From an optimization exercise on the open Yosys and OpenROAD flow, aimed at small area; shortcuts taken in it are not production practice.
Only simulation tests tie the RTL to the original design; equivalence was not proved.
Power and IR drop assume default switching activity.

Setup of lane 1:
==> flow/design.v (excerpt) <==
module pwroff_engine (
    input  wire        clk,
    input  wire        rst_n,         
    input  wire [31:0] base,
    input  wire [31:0] tick_rate,
    input  wire        trig_valid,
    input  wire [7:0]  trig_reason,
    output wire        ret_valid,
    output wire        ret_handled,
    input  wire        ret_ready,
    output wire        bus_valid,
    output wire        bus_write,
    output wire [31:0] bus_addr,
    output wire [7:0]  bus_wdata,
    input  wire        bus_ready,
    input  wire [7:0]  bus_rdata,
    output wire        slp_valid,
    output wire [6:0]  slp_units,
    input  wire        slp_ready,
    output wire        diag_valid,
    output wire [7:0]  diag_code,
    output wire [31:0] diag_data,
    input  wire        diag_ready,
    output wire [31:0] status
);
    localparam [3:0] S_IDLE         = 4'd0;
    localparam [3:0] S_CFG          = 4'd1;
    localparam [3:0] S_TX_POLL      = 4'd2;
  ...
==> flow/config.mk <==
export PLATFORM = sky130hd
export DESIGN_NAME = pwroff_engine
export DESIGN_NICKNAME = pwroff_engine
export VERILOG_FILES = /design/flow/design.v
export SDC_FILE = /design/flow/constraint.sdc
export NUM_CORES = 4
export LEC_CHECK = 0
export CAP_MARGIN = 20
export CORE_MARGIN = 2
export CORE_UTILIZATION = 40
export SLEW_MARGIN = 20
==> flow/constraint.sdc <==
create_clock -name core_clock -period 20.0 [get_ports {clk}]
set_input_delay 4.0000 -clock core_clock [delete_from_list [all_inputs] [get_ports {clk}]]
set_output_delay 4.0000 -clock core_clock [all_outputs]
set_load 0.01 [all_outputs]
standard.sh (not shown) runs the stock make flow with config.mk's settings and CLKGATE_MAP_FILE= SYNTH_SCRIPT=/design/flow/synth_recipe.tcl, a recipe that flattens the netlist after the stock synthesis.
==> flow/flow/run.sh <==
#!/bin/bash
# Standard ORFS layout with three changes:
#  - after the standard synthesis, the combinational logic between the (unchanged) registers
#    is mapped again by ABC (half adders of the address incrementer are kept) with an area-oriented script (flow/abc_area.script), tried with
#    several random seeds; the smallest result that Yosys proves equivalent to the standard
#    netlist replaces it;
#  - port buffers use the smallest buffer cell;
#  - the clock tree uses small clock buffers and no dummy loads;
#  - constant outputs share one tie cell.
set -euo pipefail
W=$PWD
R=$W/orfs/results/sky130hd/pwroff_engine/base
LIB=$FLOW_HOME/platforms/sky130hd/lib/sky130_fd_sc_hd__tt_025C_1v80.lib
export BUFFER_PORTS_ARGS="-buffer_cell sky130_fd_sc_hd__buf_1"
export SKIP_REPAIR_TIE_FANOUT=1
export CTS_ARGS="-sink_clustering_enable -repair_clock_nets -buf_list sky130_fd_sc_hd__clkbuf_8 -root_buf sky130_fd_sc_hd__clkbuf_8 -dont_use_dummy_load"

# 1. standard synthesis
bash standard.sh "$R/1_2_yosys.v" > make_synth.log 2>&1
cp "$R/1_2_yosys.v" "$R/1_2_yosys_std.v"

# 2. remap the combinational logic; registers and tie cells are kept as they are
DU=$(sed 's/^/-dont_use /' flow/dont_use.txt | tr '\n' ' ')
mkdir -p resynth
remap() {
  local s=$1
  sed "s/@SEED@/$s/" flow/abc_area.script > resynth/abc_$s.script
  cat > resynth/remap_$s.ys <<EOS
read_liberty -ignore_miss_func $LIB
blackbox sky130_fd_sc_hd__*df* sky130_fd_sc_hd__conb_1
read_verilog $R/1_2_yosys_std.v
read_verilog -lib $W/flow/ha_keep.v
hierarchy -top $FLOW_TOP
select -set hak w:base %co1:+[A,B] t:sky130_fd_sc_hd__ha_1 %i
chtype -set ha_keep @hak
flatten
delete t:\$scopeinfo
opt_clean
techmap
opt -fast
abc -liberty $LIB $DU -script $W/resynth/abc_$s.script
opt_clean -purge
chtype -set sky130_fd_sc_hd__ha_1 t:ha_keep
read_liberty -lib -ignore_redef $LIB
check -assert
tee -o $W/resynth/stat_$s.txt stat -liberty $LIB
write_verilog -noattr -noexpr -nohex -nodec $W/resynth/net_$s.v
EOS
  yosys -s resynth/remap_$s.ys > resynth/remap_$s.log 2>&1 || rm -f resynth/net_$s.v
}
for s in 1 2 3 4; do remap $s & done; wait
for s in 5 6 7 8; do remap $s & done; wait

# candidates, smallest first
: > resynth/areas.txt
for s in 1 2 3 4 5 6 7 8; do
  if [[ -f resynth/net_$s.v ]]; then
    a=$(awk '/Chip area/ {print $NF}' resynth/stat_$s.txt | tail -1)
    echo "$a $s" >> resynth/areas.txt
  fi
done
sort -g resynth/areas.txt -o resynth/areas.txt
used=none
while read -r a s; do
  cat > resynth/equiv_$s.ys <<EOS
read_liberty -ignore_miss_func $LIB
read_verilog $R/1_2_yosys_std.v
rename $FLOW_TOP gold
read_verilog $W/resynth/net_$s.v
rename $FLOW_TOP gate
flatten
delete t:\$scopeinfo
opt_clean
equiv_make gold gate eq
hierarchy -top eq
equiv_simple -seq 2
equiv_induct
equiv_status -assert
EOS
  if yosys -s resynth/equiv_$s.ys > resynth/equiv_$s.log 2>&1; then
    cp resynth/net_$s.v "$R/1_2_yosys.v"
    used=$s
    break
  fi
done < resynth/areas.txt
echo "remapped netlist used: seed $used" > resynth/used.txt

# 3. the rest of the standard flow
bash standard.sh > make_finish.log 2>&1
==> flow/flow/abc_area.script <==
strash
&get -n
&deepsyn -T 25 -S @SEED@
&put
dch -f
amap
topo
Other scripts of this flow, unchanged in this note and not shown: flow/flow/dont_use.txt, flow/flow/ha_keep.v
Lane 1: all stages complete, timing, DRC and antenna checks passed
#### Input delta (lane 2 over lane 1)
diff --git a/flow/flow/run.sh b/flow/flow/run.sh
--- a/flow/flow/run.sh
+++ b/flow/flow/run.sh
@@ -6,5 +6,5 @@
 #    netlist replaces it;
 #  - port buffers use the smallest buffer cell;
-#  - the clock tree uses small clock buffers and no dummy loads;
+#  - the clock tree uses 8x clock buffers and no dummy loads;
 #  - constant outputs share one tie cell.
 set -euo pipefail
@@ -22,9 +22,9 @@
 # 2. remap the combinational logic; registers and tie cells are kept as they are
 DU=$(sed 's/^/-dont_use /' flow/dont_use.txt | tr '\n' ' ')
-mkdir -p resynth
+: # work files of the remapping go to rs_* in this folder
 remap() {
   local s=$1
-  sed "s/@SEED@/$s/" flow/abc_area.script > resynth/abc_$s.script
-  cat > resynth/remap_$s.ys <<EOS
+  sed "s/@SEED@/$s/; s/@SEED2@/$((s + 50))/" flow/abc_area.script > rs_abc_$s.script
+  cat > rs_remap_$s.ys <<EOS
 read_liberty -ignore_miss_func $LIB
 blackbox sky130_fd_sc_hd__*df* sky130_fd_sc_hd__conb_1
@@ -39,13 +39,13 @@
 techmap
 opt -fast
-abc -liberty $LIB $DU -script $W/resynth/abc_$s.script
+abc -liberty $LIB $DU -script $W/rs_abc_$s.script
 opt_clean -purge
 chtype -set sky130_fd_sc_hd__ha_1 t:ha_keep
 read_liberty -lib -ignore_redef $LIB
 check -assert
-tee -o $W/resynth/stat_$s.txt stat -liberty $LIB
-write_verilog -noattr -noexpr -nohex -nodec $W/resynth/net_$s.v
+tee -o $W/rs_stat_$s.txt stat -liberty $LIB
+write_verilog -noattr -noexpr -nohex -nodec $W/rs_net_$s.v
 EOS
-  yosys -s resynth/remap_$s.ys > resynth/remap_$s.log 2>&1 || rm -f resynth/net_$s.v
+  yosys -s rs_remap_$s.ys > rs_remap_$s.log 2>&1 || rm -f rs_net_$s.v
 }
 for s in 1 2 3 4; do remap $s & done; wait
@@ -53,19 +53,19 @@
 
 # candidates, smallest first
-: > resynth/areas.txt
+: > rs_areas.txt
 for s in 1 2 3 4 5 6 7 8; do
-  if [[ -f resynth/net_$s.v ]]; then
-    a=$(awk '/Chip area/ {print $NF}' resynth/stat_$s.txt | tail -1)
-    echo "$a $s" >> resynth/areas.txt
+  if [[ -f rs_net_$s.v ]]; then
+    a=$(awk '/Chip area/ {print $NF}' rs_stat_$s.txt | tail -1)
+    echo "$a $s" >> rs_areas.txt
   fi
 done
-sort -g resynth/areas.txt -o resynth/areas.txt
+sort -g rs_areas.txt -o rs_areas.txt
 used=none
 while read -r a s; do
-  cat > resynth/equiv_$s.ys <<EOS
+  cat > rs_equiv_$s.ys <<EOS
 read_liberty -ignore_miss_func $LIB
 read_verilog $R/1_2_yosys_std.v
 rename $FLOW_TOP gold
-read_verilog $W/resynth/net_$s.v
+read_verilog $W/rs_net_$s.v
 rename $FLOW_TOP gate
 flatten
@@ -78,11 +78,11 @@
 equiv_status -assert
 EOS
-  if yosys -s resynth/equiv_$s.ys > resynth/equiv_$s.log 2>&1; then
-    cp resynth/net_$s.v "$R/1_2_yosys.v"
+  if yosys -s rs_equiv_$s.ys > rs_equiv_$s.log 2>&1; then
+    cp rs_net_$s.v "$R/1_2_yosys.v"
     used=$s
     break
   fi
-done < resynth/areas.txt
-echo "remapped netlist used: seed $used" > resynth/used.txt
+done < rs_areas.txt
+echo "remapped netlist used: seed $used" > rs_used.txt
 
 # 3. the rest of the standard flow
==> flow/flow/abc_area.script <==
strash
&get -n
&deepsyn -T 20 -S @SEED@
&put
dch -f
amap
strash
&get -n
&deepsyn -T 15 -S @SEED2@
&put
dch -f
amap
topo
==> comparison <==
From lane 1 to lane 2 the numbers moved as follows: minimum clock period moved down, global-route wire length before repair shows no meaningful change, synthesis-to-layout area growth moved down, first-iteration DRC count shows a reduction of 96.
Taking lane 1 as the reference point, the global-route usage of lane 2 falls by 0.48 points.
Routed wire in lane 2 totals less than in lane 1.
Modified inputs, lane 3 compared to lane 2
==> flow/flow/run.sh <==
#!/bin/bash
# Standard ORFS layout with three changes:
#  - after the standard synthesis, the combinational logic between the (unchanged) registers
#    is mapped again by ABC (half adders of the address incrementer are kept) with an area-oriented script (flow/abc_area.script), tried with
#    several random seeds; the smallest result that Yosys proves equivalent to the standard
#    netlist replaces it;
#  - port buffers use the smallest buffer cell;
#  - the clock tree uses small clock buffers and no dummy loads;
#  - constant outputs share one tie cell.
set -euo pipefail
W=$PWD
R=$W/orfs/results/sky130hd/pwroff_engine/base
LIB=$FLOW_HOME/platforms/sky130hd/lib/sky130_fd_sc_hd__tt_025C_1v80.lib
export BUFFER_PORTS_ARGS="-buffer_cell sky130_fd_sc_hd__buf_1"
export SKIP_REPAIR_TIE_FANOUT=1
export CTS_ARGS="-sink_clustering_enable -repair_clock_nets -buf_list sky130_fd_sc_hd__clkbuf_8 -root_buf sky130_fd_sc_hd__clkbuf_8 -dont_use_dummy_load -sink_buffer_max_cap_derate 0.5"

# 1. standard synthesis
bash standard.sh "$R/1_2_yosys.v" > make_synth.log 2>&1
cp "$R/1_2_yosys.v" "$R/1_2_yosys_std.v"

# 2. remap the combinational logic; registers and tie cells are kept as they are
DU=$(sed 's/^/-dont_use /' flow/dont_use.txt | tr '\n' ' ')
mkdir -p resynth
remap() {
  local s=$1
  sed "s/@SEED@/$s/" flow/abc_area.script > resynth/abc_$s.script
  cat > resynth/remap_$s.ys <<EOS
read_liberty -ignore_miss_func $LIB
blackbox sky130_fd_sc_hd__*df* sky130_fd_sc_hd__conb_1
read_verilog $R/1_2_yosys_std.v
read_verilog -lib $W/flow/ha_keep.v
hierarchy -top $FLOW_TOP
select -set hak w:base %co1:+[A,B] t:sky130_fd_sc_hd__ha_1 %i
chtype -set ha_keep @hak
flatten
delete t:\$scopeinfo
opt_clean
techmap
opt -fast
abc -liberty $LIB $DU -script $W/resynth/abc_$s.script
opt_clean -purge
chtype -set sky130_fd_sc_hd__ha_1 t:ha_keep
read_liberty -lib -ignore_redef $LIB
check -assert
tee -o $W/resynth/stat_$s.txt stat -liberty $LIB
write_verilog -noattr -noexpr -nohex -nodec $W/resynth/net_$s.v
EOS
  yosys -s resynth/remap_$s.ys > resynth/remap_$s.log 2>&1 || rm -f resynth/net_$s.v
}
for s in 1 2 3 4; do remap $s & done; wait
for s in 5 6 7 8; do remap $s & done; wait

# candidates, smallest first
: > resynth/areas.txt
for s in 1 2 3 4 5 6 7 8; do
  if [[ -f resynth/net_$s.v ]]; then
    a=$(awk '/Chip area/ {print $NF}' resynth/stat_$s.txt | tail -1)
    echo "$a $s" >> resynth/areas.txt
  fi
done
sort -g resynth/areas.txt -o resynth/areas.txt
used=none
while read -r a s; do
  cat > resynth/equiv_$s.ys <<EOS
read_liberty -ignore_miss_func $LIB
read_verilog $R/1_2_yosys_std.v
rename $FLOW_TOP gold
read_verilog $W/resynth/net_$s.v
rename $FLOW_TOP gate
flatten
delete t:\$scopeinfo
opt_clean
equiv_make gold gate eq
hierarchy -top eq
equiv_simple -seq 2
equiv_induct
equiv_status -assert
EOS
  if yosys -s resynth/equiv_$s.ys > resynth/equiv_$s.log 2>&1; then
    cp resynth/net_$s.v "$R/1_2_yosys.v"
    used=$s
    break
  fi
done < resynth/areas.txt
echo "remapped netlist used: seed $used" > resynth/used.txt

# 3. the rest of the standard flow
bash standard.sh > make_finish.log 2>&1
==> flow/flow/abc_area.script <==
strash
&get -n
&deepsyn -T 25 -S @SEED@
&put
dch -f
amap
topo
Notes after the runs:
Lane 3 closes out successfully: all stages finished, all timing, DRC and antenna checks passed.
Going from lane 2 to lane 3, the switching power was found to have gone down by about 5%.
Relative to lane 2, the total placed cells including tap cells measured on lane 3 has decreased slightly.
Taking lane 2 as the reference, in lane 3 instance count of the mapped netlist -0.95%, cell area essentially unchanged, fraction of the core area covered by cells at the end of the flow was more or less identical, global-route track usage on met2 down 3.8 points.
Taking lane 2 as the reference, in lane 3 sequential power down about 3%, upper clock frequency limit has decreased, clock distribution area overhead in the final layout held, combinational fraction of design power down 1.2 points.

[what the ideal ports hide]
The results above use ideal ports. As a check the final layouts listed here were re-extracted and re-timed, cells and wires unchanged.
Step 1 sets driving cells, clkbuf_16 on the clock port and buf_2 on the other inputs (assumed; they add their load-dependent delay and slew).
Step 2, shift: input delay + t, output delay - t, t = (earliest + latest rising clock arrival at the registers) / 2. This alone moves slack from input paths to output paths.
Three values: ideal, step 1, step 2; two values: the first two.
run | t (ns) | setup WS [ns] | hold slack, ns | worst setup path at the end | worst slew at a driven data input, ns
lane 1 | 0.354 | 6.007 / 5.978 / 5.978 | 0.460 / 0.460 / 0.460 | input to output | 0.04
lane 2 | 0.349 | 6.114 / 6.093 / 6.093 | 0.438 / 0.438 / 0.438 | input to output | 0.04
lane 3 | 0.354 | 6.007 / 5.978 / 5.978 | 0.460 / 0.460 / 0.460 | input to output | 0.04
After both steps setup and hold are still met in every run listed.
